Source: an optimization exercise on an open RTL-to-GDS flow (aim: small area, a short achievable clock period and few clock cycles per item). Production flows keep margins and buffers that such runs may drop. The RTL was checked by simulation tests, not by an equivalence proof against the original design.

==> build 53: inputs <==
// l3cc_pll
module l3cc_pll (
    input  wire        clk,
    input  wire        rst,         
    input  wire        start,       
    input  wire [31:0] target,
    input  wire [31:0] source,
    output wire        ready,
    output wire        done,        
    output wire        err,
    output wire        prescale,
    output wire        nwarn,
    output wire        ksat,
    output wire [3:0]  n,
    output wire [23:0] k,
    output wire [31:0] ndiv
);
==> module l3cc_pll, before the edit <==
module l3cc_pll (
    input  wire        clk,
    input  wire        rst,         
    input  wire        start,       
    input  wire [31:0] target,
    input  wire [31:0] source,
    output wire        ready,
    output wire        done,        
    output wire        err,
    output wire        prescale,
    output wire        nwarn,
    output wire        ksat,
    output wire [3:0]  n,
    output wire [23:0] k,
    output wire [31:0] ndiv
);
    function [40:0] bk_carry(input [39:0] a, input [39:0] b, input cin);
        reg [39:0] g, p;
        integer i, l;
        begin
            g = a & b;
            p = a ^ b;
            for (l = 1; l < 40; l = l * 2)
                for (i = 2 * l - 1; i < 40; i = i + 2 * l) begin
                    g[i] = g[i] | (p[i] & g[i - l]);
                    p[i] = p[i] & p[i - l];
                end
            for (l = 32; l >= 1; l = l / 2)
                for (i = 3 * l - 1; i < 40; i = i + 2 * l) begin
                    g[i] = g[i] | (p[i] & g[i - l]);
                    p[i] = p[i] & p[i - l];
                end
            bk_carry = {g | (p & {40{cin}}), cin};
        end
    endfunction
    function [4:0] msb32(input [31:0] x);
        integer i, j, l;
        reg [31:0] orh;      
        reg [31:0] lead;     
        begin
            orh = x;
            for (l = 1; l < 32; l = l * 2)         
                for (i = 0; i < 32; i = i + 1)
                    if ((i / l) % 2 == 0 && (i / l + 1) * l < 32)
                        orh[i] = orh[i] | orh[(i / l + 1) * l];
            lead = x & ~{1'b0, orh[31:1]};
            for (j = 0; j < 5; j = j + 1) begin
                msb32[j] = 1'b0;
                for (i = 0; i < 32; i = i + 1)
                    if ((i >> j) & 1) msb32[j] = msb32[j] | lead[i];
            end
        end
    endfunction
    reg        busy;        
    reg        al;          
    reg        fin;         
    reg [4:0]  cnt;         
    reg [34:0] rem;         
    reg [33:0] d;           
    reg [56:0] q;           
    reg        pre_r;
    reg        err_r;
    reg [5:0]  e_r;         
    reg [4:0]  run;         
    wire       div = busy & ~al;
    wire       last = div & (cnt == 5'd0);
    assign ready = ~busy | last;
    wire       acc  = start & ready;
    assign done  = fin;
    wire [5:0]  e_a   = {1'b0, msb32(target)} - {1'b0, msb32(source)};
    wire        pre_l = ~ge3;
    wire [31:0] t_r   = rem[32:1];
    wire [31:0] s_r   = d[33:2];
    wire        err_l = (t_r == 32'd0) || (s_r[31:1] == 31'd0 &&
                        (s_r[0] == 1'b0 || t_r[31:3] == 29'd0 && t_r[2:0] < 3'd6));
    wire        e_neg = e_r[5];
    wire [4:0]  h_np  = e_neg ? 5'd0 : (e_r[5:1] + {4'd0, e_r[0]});
    wire        right = e_r[0] | e_neg;
    wire [32:0] d_np  = {1'b0, s_r} << {h_np, 1'b0};
    wire [32:0] d_clr = d_np & ~(33'd1 << {h_np, 1'b0});
    wire [32:0] d_pre = right ? {1'b0, d_clr[32:1]} : {d_clr[31:0], 1'b0};
    wire [32:0] s_al  = pre_l ? d_pre : d_np;
    wire [4:0]  c_np  = h_np + 5'd12;                   
    wire [4:0]  c_p   = h_np + {4'd0, ~right} + 5'd12;
    wire [4:0]  c_al  = pre_l ? c_p : c_np;
    wire [39:0] r_x   = {5'd0, rem};
    wire [39:0] d1_x  = {6'd0, d};
    wire [39:0] d2_x  = {5'd0, d, 1'b0};
    wire [40:0] c1    = bk_carry(r_x, ~d1_x, 1'b1);
    wire [40:0] c2    = bk_carry(r_x, ~d2_x, 1'b1);
    wire [39:0] cs3_s = r_x ^ ~d1_x ^ ~d2_x;
    wire [39:0] cs3_k = (r_x & ~d1_x) | (r_x & ~d2_x) | (~d1_x & ~d2_x);
    wire [39:0] cs3_b = {cs3_k[38:0], 1'b1};    
    wire [40:0] c3    = bk_carry(cs3_s, cs3_b, 1'b1);
    wire        ge1   = c1[37];
    wire        ge2   = c2[37];
    wire        ge3   = ~(cs3_s[36] ^ cs3_b[36] ^ c3[36]);   
    wire [32:0] dif1  = rem[32:0] ^ ~d1_x[32:0] ^ c1[32:0];
    wire [32:0] dif2  = rem[32:0] ^ ~d2_x[32:0] ^ c2[32:0];
    wire [32:0] dif3  = cs3_s[32:0] ^ cs3_b[32:0] ^ c3[32:0];
    wire [1:0]  qd    = ge3 ? 2'd3 : ge2 ? 2'd2 : ge1 ? 2'd1 : 2'd0;
    wire [32:0] keep  = ge3 ? dif3 : ge2 ? dif2 : ge1 ? dif1 : rem[32:0];
    always @(posedge clk) begin
        if (rst) begin
            busy <= 1'b0;
            al   <= 1'b0;
            fin  <= 1'b0;
        end else begin
            fin <= last;
            al  <= acc;
            if (acc)
                busy <= 1'b1;
            else if (last)
                busy <= 1'b0;
        end
    end
    always @(posedge clk) begin
        if (acc) begin
            rem   <= {2'b00, target, 1'b0};
            d     <= {source, 2'b00};
            e_r   <= e_a;
        end else if (al) begin
            d     <= {1'b0, s_al};
            pre_r <= pre_l;
            err_r <= err_l;
            cnt   <= c_al;
        end else if (div) begin
            rem   <= {keep, 2'b00};
            cnt   <= cnt - 5'd1;
        end
        q <= div ? {q[54:0], qd} : 57'd0;
        run <= !div ? 5'd0 : (qd == 2'd3) ? ((run[4:1] == 4'hF) ? 5'd31 : run + 5'd2) :
               {4'd0, qd[0]};
    end
    reg  [24:0] ones;
    integer     oi;
    always @* begin
        for (oi = 0; oi < 25; oi = oi + 1) ones[oi] = (run > oi);
    end
    wire        sat   = ones[24];
    assign err      = err_r;
    assign prescale = pre_r;
    assign ndiv     = q[56:25];
    assign n        = q[28:25];
    assign nwarn    = (ndiv[31:4] != 28'd0) || (ndiv[3:0] < 4'd6) || (ndiv[3:0] > 4'd12);
    assign ksat     = sat;
    assign k        = (q[24:1] ^ ones[23:0]) | {24{sat}};
endmodule
export LEC_CHECK = 0
export CAP_MARGIN = 20
export CORE_MARGIN = 2
export CORE_UTILIZATION = 60
export SETUP_SLACK_MARGIN = 1
export SLEW_MARGIN = 20
create_clock -name core_clock -period 5.0 [get_ports {clk}]
run.sh (not shown) runs the stock make flow with config.mk's settings and CLKGATE_MAP_FILE= SYNTH_SCRIPT=/design/flow/synth_recipe.tcl, a recipe that flattens the netlist after the stock synthesis.
==> inputs of build 71, as changes to build 53 <==
--- a/flow/design.v
+++ b/flow/design.v
@@ -57,4 +57,4 @@
     reg [4:0]  cnt;         
-    reg [34:0] rem;         
-    reg [33:0] d;           
+    reg [36:0] rem;         
+    reg [34:0] dn;          
     reg [56:0] q;           
@@ -62,3 +62,3 @@
     reg        err_r;
-    reg [5:0]  e_r;         
+    reg [6:0]  e1_r;        
     reg [4:0]  run;         
@@ -69,11 +69,10 @@
     assign done  = fin;
-    wire [5:0]  e_a   = {1'b0, msb32(target)} - {1'b0, msb32(source)};
+    wire [6:0]  e1_a  = {2'b00, msb32(target)} - {2'b00, msb32(source)} + 7'd1;
     wire        pre_l = ~ge3;
     wire [31:0] t_r   = rem[32:1];
-    wire [31:0] s_r   = d[33:2];
+    wire [31:0] s_r   = ~dn[33:2];
     wire        err_l = (t_r == 32'd0) || (s_r[31:1] == 31'd0 &&
                         (s_r[0] == 1'b0 || t_r[31:3] == 29'd0 && t_r[2:0] < 3'd6));
-    wire        e_neg = e_r[5];
-    wire [4:0]  h_np  = e_neg ? 5'd0 : (e_r[5:1] + {4'd0, e_r[0]});
-    wire        right = e_r[0] | e_neg;
+    wire [4:0]  h_np  = e1_r[6] ? 5'd0 : e1_r[5:1];       
+    wire        right = ~e1_r[0] | e1_r[6];              
     wire [32:0] d_np  = {1'b0, s_r} << {h_np, 1'b0};
@@ -85,19 +84,22 @@
     wire [4:0]  c_al  = pre_l ? c_p : c_np;
-    wire [39:0] r_x   = {5'd0, rem};
-    wire [39:0] d1_x  = {6'd0, d};
-    wire [39:0] d2_x  = {5'd0, d, 1'b0};
-    wire [40:0] c1    = bk_carry(r_x, ~d1_x, 1'b1);
-    wire [40:0] c2    = bk_carry(r_x, ~d2_x, 1'b1);
-    wire [39:0] cs3_s = r_x ^ ~d1_x ^ ~d2_x;
-    wire [39:0] cs3_k = (r_x & ~d1_x) | (r_x & ~d2_x) | (~d1_x & ~d2_x);
+    wire [39:0] r_x   = {3'd0, rem};
+    wire [39:0] n1_x  = {5'h1F, dn};             
+    wire [39:0] n2_x  = {4'hF, dn, 1'b1};        
+    wire [40:0] c1    = bk_carry(r_x, n1_x, 1'b1);
+    wire [40:0] c2    = bk_carry(r_x, n2_x, 1'b1);
+    wire [39:0] cs3_s = r_x ^ n1_x ^ n2_x;
+    wire [39:0] cs3_k = (r_x & n1_x) | (r_x & n2_x) | (n1_x & n2_x);
     wire [39:0] cs3_b = {cs3_k[38:0], 1'b1};    
     wire [40:0] c3    = bk_carry(cs3_s, cs3_b, 1'b1);
-    wire        ge1   = c1[37];
-    wire        ge2   = c2[37];
-    wire        ge3   = ~(cs3_s[36] ^ cs3_b[36] ^ c3[36]);   
-    wire [32:0] dif1  = rem[32:0] ^ ~d1_x[32:0] ^ c1[32:0];
-    wire [32:0] dif2  = rem[32:0] ^ ~d2_x[32:0] ^ c2[32:0];
-    wire [32:0] dif3  = cs3_s[32:0] ^ cs3_b[32:0] ^ c3[32:0];
-    wire [1:0]  qd    = ge3 ? 2'd3 : ge2 ? 2'd2 : ge1 ? 2'd1 : 2'd0;
-    wire [32:0] keep  = ge3 ? dif3 : ge2 ? dif2 : ge1 ? dif1 : rem[32:0];
+    wire        ge1   = c1[40];
+    wire        ge2   = c2[40];
+    wire        ge3   = ~(cs3_s[39] ^ cs3_b[39] ^ c3[39]);   
+    wire [34:0] dif1  = rem[34:0] ^ n1_x[34:0] ^ c1[34:0];
+    wire [34:0] dif2  = rem[34:0] ^ n2_x[34:0] ^ c2[34:0];
+    wire [34:0] dif3  = cs3_s[34:0] ^ cs3_b[34:0] ^ c3[34:0];
+    wire        sel3  = div & ge3;
+    wire        sel2  = div & ge2;
+    wire        sel1  = div & ge1;
+    wire [1:0]  qd    = sel3 ? 2'd3 : sel2 ? 2'd2 : sel1 ? 2'd1 : 2'd0;
+    wire [34:0] keep  = sel3 ? dif3 : sel2 ? dif2 : sel1 ? dif1 : rem[34:0];
     always @(posedge clk) begin
@@ -117,8 +119,8 @@
     always @(posedge clk) begin
+        rem <= acc ? {4'd0, target, 1'b0} : {keep, 2'b00};
         if (acc) begin
-            rem   <= {2'b00, target, 1'b0};
-            d     <= {source, 2'b00};
-            e_r   <= e_a;
+            dn    <= ~{1'b0, source, 2'b00};
+            e1_r  <= e1_a;
         end else if (al) begin
-            d     <= {1'b0, s_al};
+            dn    <= ~{s_al, 2'b00};
             pre_r <= pre_l;
@@ -127,6 +129,5 @@
         end else if (div) begin
-            rem   <= {keep, 2'b00};
             cnt   <= cnt - 5'd1;
         end
-        q <= div ? {q[54:0], qd} : 57'd0;
+        q <= div ? {q[54:0], qd} : 57'd0;    
         run <= !div ? 5'd0 : (qd == 2'd3) ? ((run[4:1] == 4'hF) ? 5'd31 : run + 5'd2) :
==> flow/flow/run.sh (new file) <==
#!/bin/bash
# The standard layout, with the port buffers made from the platform's
# smallest buffer (buf_1) instead of the default choice; the resizer still
# sizes them up where timing or slew needs it.
set -euo pipefail
export BUFFER_PORTS_ARGS="-buffer_cell sky130_fd_sc_hd__buf_1"
bash standard.sh > standard.log 2>&1
==> flow/standard.sh (new file) <==
#!/bin/bash
# synth_recipe.tcl (not shown) runs the flow's synth.tcl, then flattens the netlist and writes it again
# the make line also repeats each setting of config.mk as NAME=value (left out here)
make -C /OpenROAD-flow-scripts/flow DESIGN_CONFIG=/design/flow/config.mk WORK_HOME=/design/flow/orfs CLKGATE_MAP_FILE= SYNTH_SCRIPT=/design/flow/synth_recipe.tcl "${@:-finish}"
- CORE_UTILIZATION: 60 -> 70
removed: flow/run.sh
==> inputs of build 56, as changes to build 53 <==
--- a/flow/design.v
+++ b/flow/design.v
@@ -57,4 +57,4 @@
     reg [4:0]  cnt;         
-    reg [34:0] rem;         
-    reg [33:0] d;           
+    reg [36:0] rem;         
+    reg [34:0] dn;          
     reg [56:0] q;           
@@ -62,3 +62,3 @@
     reg        err_r;
-    reg [5:0]  e_r;         
+    reg [6:0]  e1_r;        
     reg [4:0]  run;         
@@ -69,11 +69,10 @@
     assign done  = fin;
-    wire [5:0]  e_a   = {1'b0, msb32(target)} - {1'b0, msb32(source)};
+    wire [6:0]  e1_a  = {2'b00, msb32(target)} - {2'b00, msb32(source)} + 7'd1;
     wire        pre_l = ~ge3;
     wire [31:0] t_r   = rem[32:1];
-    wire [31:0] s_r   = d[33:2];
+    wire [31:0] s_r   = ~dn[33:2];
     wire        err_l = (t_r == 32'd0) || (s_r[31:1] == 31'd0 &&
                         (s_r[0] == 1'b0 || t_r[31:3] == 29'd0 && t_r[2:0] < 3'd6));
-    wire        e_neg = e_r[5];
-    wire [4:0]  h_np  = e_neg ? 5'd0 : (e_r[5:1] + {4'd0, e_r[0]});
-    wire        right = e_r[0] | e_neg;
+    wire [4:0]  h_np  = e1_r[6] ? 5'd0 : e1_r[5:1];       
+    wire        right = ~e1_r[0] | e1_r[6];              
     wire [32:0] d_np  = {1'b0, s_r} << {h_np, 1'b0};
@@ -85,19 +84,22 @@
     wire [4:0]  c_al  = pre_l ? c_p : c_np;
-    wire [39:0] r_x   = {5'd0, rem};
-    wire [39:0] d1_x  = {6'd0, d};
-    wire [39:0] d2_x  = {5'd0, d, 1'b0};
-    wire [40:0] c1    = bk_carry(r_x, ~d1_x, 1'b1);
-    wire [40:0] c2    = bk_carry(r_x, ~d2_x, 1'b1);
-    wire [39:0] cs3_s = r_x ^ ~d1_x ^ ~d2_x;
-    wire [39:0] cs3_k = (r_x & ~d1_x) | (r_x & ~d2_x) | (~d1_x & ~d2_x);
+    wire [39:0] r_x   = {3'd0, rem};
+    wire [39:0] n1_x  = {5'h1F, dn};             
+    wire [39:0] n2_x  = {4'hF, dn, 1'b1};        
+    wire [40:0] c1    = bk_carry(r_x, n1_x, 1'b1);
+    wire [40:0] c2    = bk_carry(r_x, n2_x, 1'b1);
+    wire [39:0] cs3_s = r_x ^ n1_x ^ n2_x;
+    wire [39:0] cs3_k = (r_x & n1_x) | (r_x & n2_x) | (n1_x & n2_x);
     wire [39:0] cs3_b = {cs3_k[38:0], 1'b1};    
     wire [40:0] c3    = bk_carry(cs3_s, cs3_b, 1'b1);
-    wire        ge1   = c1[37];
-    wire        ge2   = c2[37];
-    wire        ge3   = ~(cs3_s[36] ^ cs3_b[36] ^ c3[36]);   
-    wire [32:0] dif1  = rem[32:0] ^ ~d1_x[32:0] ^ c1[32:0];
-    wire [32:0] dif2  = rem[32:0] ^ ~d2_x[32:0] ^ c2[32:0];
-    wire [32:0] dif3  = cs3_s[32:0] ^ cs3_b[32:0] ^ c3[32:0];
-    wire [1:0]  qd    = ge3 ? 2'd3 : ge2 ? 2'd2 : ge1 ? 2'd1 : 2'd0;
-    wire [32:0] keep  = ge3 ? dif3 : ge2 ? dif2 : ge1 ? dif1 : rem[32:0];
+    wire        ge1   = c1[40];
+    wire        ge2   = c2[40];
+    wire        ge3   = ~(cs3_s[39] ^ cs3_b[39] ^ c3[39]);   
+    wire [34:0] dif1  = rem[34:0] ^ n1_x[34:0] ^ c1[34:0];
+    wire [34:0] dif2  = rem[34:0] ^ n2_x[34:0] ^ c2[34:0];
+    wire [34:0] dif3  = cs3_s[34:0] ^ cs3_b[34:0] ^ c3[34:0];
+    wire        sel3  = div & ge3;
+    wire        sel2  = div & ge2;
+    wire        sel1  = div & ge1;
+    wire [1:0]  qd    = sel3 ? 2'd3 : sel2 ? 2'd2 : sel1 ? 2'd1 : 2'd0;
+    wire [34:0] keep  = sel3 ? dif3 : sel2 ? dif2 : sel1 ? dif1 : rem[34:0];
     always @(posedge clk) begin
@@ -117,8 +119,8 @@
     always @(posedge clk) begin
+        rem <= acc ? {4'd0, target, 1'b0} : {keep, 2'b00};
         if (acc) begin
-            rem   <= {2'b00, target, 1'b0};
-            d     <= {source, 2'b00};
-            e_r   <= e_a;
+            dn    <= ~{1'b0, source, 2'b00};
+            e1_r  <= e1_a;
         end else if (al) begin
-            d     <= {1'b0, s_al};
+            dn    <= ~{s_al, 2'b00};
             pre_r <= pre_l;
@@ -127,6 +129,5 @@
         end else if (div) begin
-            rem   <= {keep, 2'b00};
             cnt   <= cnt - 5'd1;
         end
-        q <= div ? {q[54:0], qd} : 57'd0;
+        q <= div ? {q[54:0], qd} : 57'd0;    
         run <= !div ? 5'd0 : (qd == 2'd3) ? ((run[4:1] == 4'hF) ? 5'd31 : run + 5'd2) :
==> flow/flow/run.sh (new file) <==
#!/bin/bash
# The standard layout, with the port buffers made from the platform's
# smallest buffer (buf_1) instead of the default choice; the resizer still
# sizes them up where timing or slew needs it.
set -euo pipefail
export BUFFER_PORTS_ARGS="-buffer_cell sky130_fd_sc_hd__buf_1"
bash standard.sh > standard.log 2>&1
==> flow/standard.sh (new file) <==
#!/bin/bash
# synth_recipe.tcl (not shown) runs the flow's synth.tcl, then flattens the netlist and writes it again
# the make line also repeats each setting of config.mk as NAME=value (left out here)
make -C /OpenROAD-flow-scripts/flow DESIGN_CONFIG=/design/flow/config.mk WORK_HOME=/design/flow/orfs CLKGATE_MAP_FILE= SYNTH_SCRIPT=/design/flow/synth_recipe.tcl "${@:-finish}"
removed: flow/run.sh
==> inputs of build 98, as changes to build 53 <==
--- a/flow/design.v
+++ b/flow/design.v
@@ -58,3 +58,3 @@
     reg [34:0] rem;         
-    reg [33:0] d;           
+    reg [33:0] dn;          
     reg [56:0] q;           
@@ -62,3 +62,3 @@
     reg        err_r;
-    reg [5:0]  e_r;         
+    reg [6:0]  e1_r;        
     reg [4:0]  run;         
@@ -69,11 +69,10 @@
     assign done  = fin;
-    wire [5:0]  e_a   = {1'b0, msb32(target)} - {1'b0, msb32(source)};
+    wire [6:0]  e1_a  = {2'b00, msb32(target)} - {2'b00, msb32(source)} + 7'd1;
     wire        pre_l = ~ge3;
     wire [31:0] t_r   = rem[32:1];
-    wire [31:0] s_r   = d[33:2];
+    wire [31:0] s_r   = ~dn[33:2];
     wire        err_l = (t_r == 32'd0) || (s_r[31:1] == 31'd0 &&
                         (s_r[0] == 1'b0 || t_r[31:3] == 29'd0 && t_r[2:0] < 3'd6));
-    wire        e_neg = e_r[5];
-    wire [4:0]  h_np  = e_neg ? 5'd0 : (e_r[5:1] + {4'd0, e_r[0]});
-    wire        right = e_r[0] | e_neg;
+    wire [4:0]  h_np  = e1_r[6] ? 5'd0 : e1_r[5:1];       
+    wire        right = ~e1_r[0] | e1_r[6];              
     wire [32:0] d_np  = {1'b0, s_r} << {h_np, 1'b0};
@@ -86,8 +85,8 @@
     wire [39:0] r_x   = {5'd0, rem};
-    wire [39:0] d1_x  = {6'd0, d};
-    wire [39:0] d2_x  = {5'd0, d, 1'b0};
-    wire [40:0] c1    = bk_carry(r_x, ~d1_x, 1'b1);
-    wire [40:0] c2    = bk_carry(r_x, ~d2_x, 1'b1);
-    wire [39:0] cs3_s = r_x ^ ~d1_x ^ ~d2_x;
-    wire [39:0] cs3_k = (r_x & ~d1_x) | (r_x & ~d2_x) | (~d1_x & ~d2_x);
+    wire [39:0] n1_x  = {6'h3F, dn};             
+    wire [39:0] n2_x  = {5'h1F, dn, 1'b1};       
+    wire [40:0] c1    = bk_carry(r_x, n1_x, 1'b1);
+    wire [40:0] c2    = bk_carry(r_x, n2_x, 1'b1);
+    wire [39:0] cs3_s = r_x ^ n1_x ^ n2_x;
+    wire [39:0] cs3_k = (r_x & n1_x) | (r_x & n2_x) | (n1_x & n2_x);
     wire [39:0] cs3_b = {cs3_k[38:0], 1'b1};    
@@ -97,4 +96,4 @@
     wire        ge3   = ~(cs3_s[36] ^ cs3_b[36] ^ c3[36]);   
-    wire [32:0] dif1  = rem[32:0] ^ ~d1_x[32:0] ^ c1[32:0];
-    wire [32:0] dif2  = rem[32:0] ^ ~d2_x[32:0] ^ c2[32:0];
+    wire [32:0] dif1  = rem[32:0] ^ n1_x[32:0] ^ c1[32:0];
+    wire [32:0] dif2  = rem[32:0] ^ n2_x[32:0] ^ c2[32:0];
     wire [32:0] dif3  = cs3_s[32:0] ^ cs3_b[32:0] ^ c3[32:0];
@@ -119,6 +118,6 @@
             rem   <= {2'b00, target, 1'b0};
-            d     <= {source, 2'b00};
-            e_r   <= e_a;
+            dn    <= ~{source, 2'b00};
+            e1_r  <= e1_a;
         end else if (al) begin
-            d     <= {1'b0, s_al};
+            dn    <= ~{1'b0, s_al};
             pre_r <= pre_l;
==> qor summary <==
quantity                                                                                                             build 53                   build 98                  build 71                  build 56
Buffer count excluding the clock tree in the final layout                                                                 201                        242                       243                       245
Arithmetic-cell share of the synthesized area counting full adders, half adders and majority gates                     15.03%                     14.60%                    14.79%                    14.79%
Cell type with the highest aggregate area in the netlist                                            sky130_fd_sc_hd__edfxtp_1  sky130_fd_sc_hd__edfxtp_1  sky130_fd_sc_hd__dfxtp_1  sky130_fd_sc_hd__dfxtp_1
Inserted Diodes                                                                                                             0                          1                         0                         0
Sink Count                                                                                                                146                        147                       148                       148
Wire per inst                                                                                                        22.19 µm                   22.55 µm                  24.10 µm                  21.99 µm
Combined buffer and inverter count along the critical path                                                                  4                          6                         1                         1
Synthesized netlist cell count                                                                                           1798                       1789                      1755                      1755
Critical path depth                                                                                                        14                         16                        12                        12
Result of the run                                                                                     complete, no violations    complete, no violations   complete, no violations   complete, no violations
Max stage delay cell, worst path                                                                    sky130_fd_sc_hd__edfxtp_1      sky130_fd_sc_hd__fa_1     sky130_fd_sc_hd__fa_1     sky130_fd_sc_hd__fa_1
Detailed router's first-iteration violation count                                                                        1872                       1542                      2312                      1641
Wire length of the first global-routing pass                                                                         76530 µm                   77270 µm                  77820 µm                  74910 µm
Footprint of the flip-flops and latches                                                                          0.003694 mm²               0.003744 mm²              0.003433 mm²              0.003433 mm²
Final routed wirelength across all metal layers                                                                      49830 µm                   51130 µm                  52600 µm                  49120 µm
M1 wire length                                                                                                       19310 µm                   19860 µm                  18050 µm                  19400 µm
Effective utilization at floorplan                                                                                     60.75%                     61.45%                    71.40%                    61.36%
Number of flip-flops and latches                                                                                          146                        147                       148                       148
Data arrival time of the worst path                                                                                   4.25 ns                    4.17 ns                   4.17 ns                   4.12 ns
Non-clock buffer contribution to total cell area                                                                       11.09%                     12.78%                    8.793%                    8.834%
Testbench counts of build 53, summed over its fixed seeds: cycles 25,069, items 1,600.
Testbench counts of build 71, summed over its fixed seeds: cycles 25,069, items 1,600.
Testbench counts of build 56, summed over its fixed seeds: cycles 25,069, items 1,600.
Testbench counts of build 98, summed over its fixed seeds: cycles 25,069, items 1,600.

## port drivers added, routing unchanged
No port has a modelled driver above. Below, the same layouts with a new extraction and two added sets of constraints. Step 1 (the two cells are an assumption about what drives the block):
set clk [get_ports {clk}]
set_driving_cell -lib_cell sky130_fd_sc_hd__clkbuf_16 $clk
set_driving_cell -lib_cell sky130_fd_sc_hd__buf_2 [delete_from_list [all_inputs] $clk]
Step 2 also shifts input and output timing later by t, the mid clock arrival at the registers, as if the neighbouring blocks saw the same clock. a / b / c = ideal ports / drivers / drivers and shift; a / b = the first two.
| run | t (ns) | slack for setup (ns) | worst register clock-pin slew, ns | pins driven straight from the clock port |
|---|---|---|---|---|
| build 53 | 0.496 | 0.935 / 0.935 / 0.688 | 0.07 / 0.07 | 1 |
| build 71 | 0.504 | 1.029 / 1.029 / 0.692 | 0.08 / 0.08 | 1 |
| build 56 | 0.494 | 1.050 / 1.050 / 0.725 | 0.08 / 0.08 | 1 |
| build 98 | 0.493 | 0.993 / 0.993 / 0.542 | 0.08 / 0.08 | 1 |
After both steps every run listed still meets setup and hold. For build 98, which loses most, drivers alone change the setup slack by 0.000 ns; drivers and shift together by -0.451 ns.
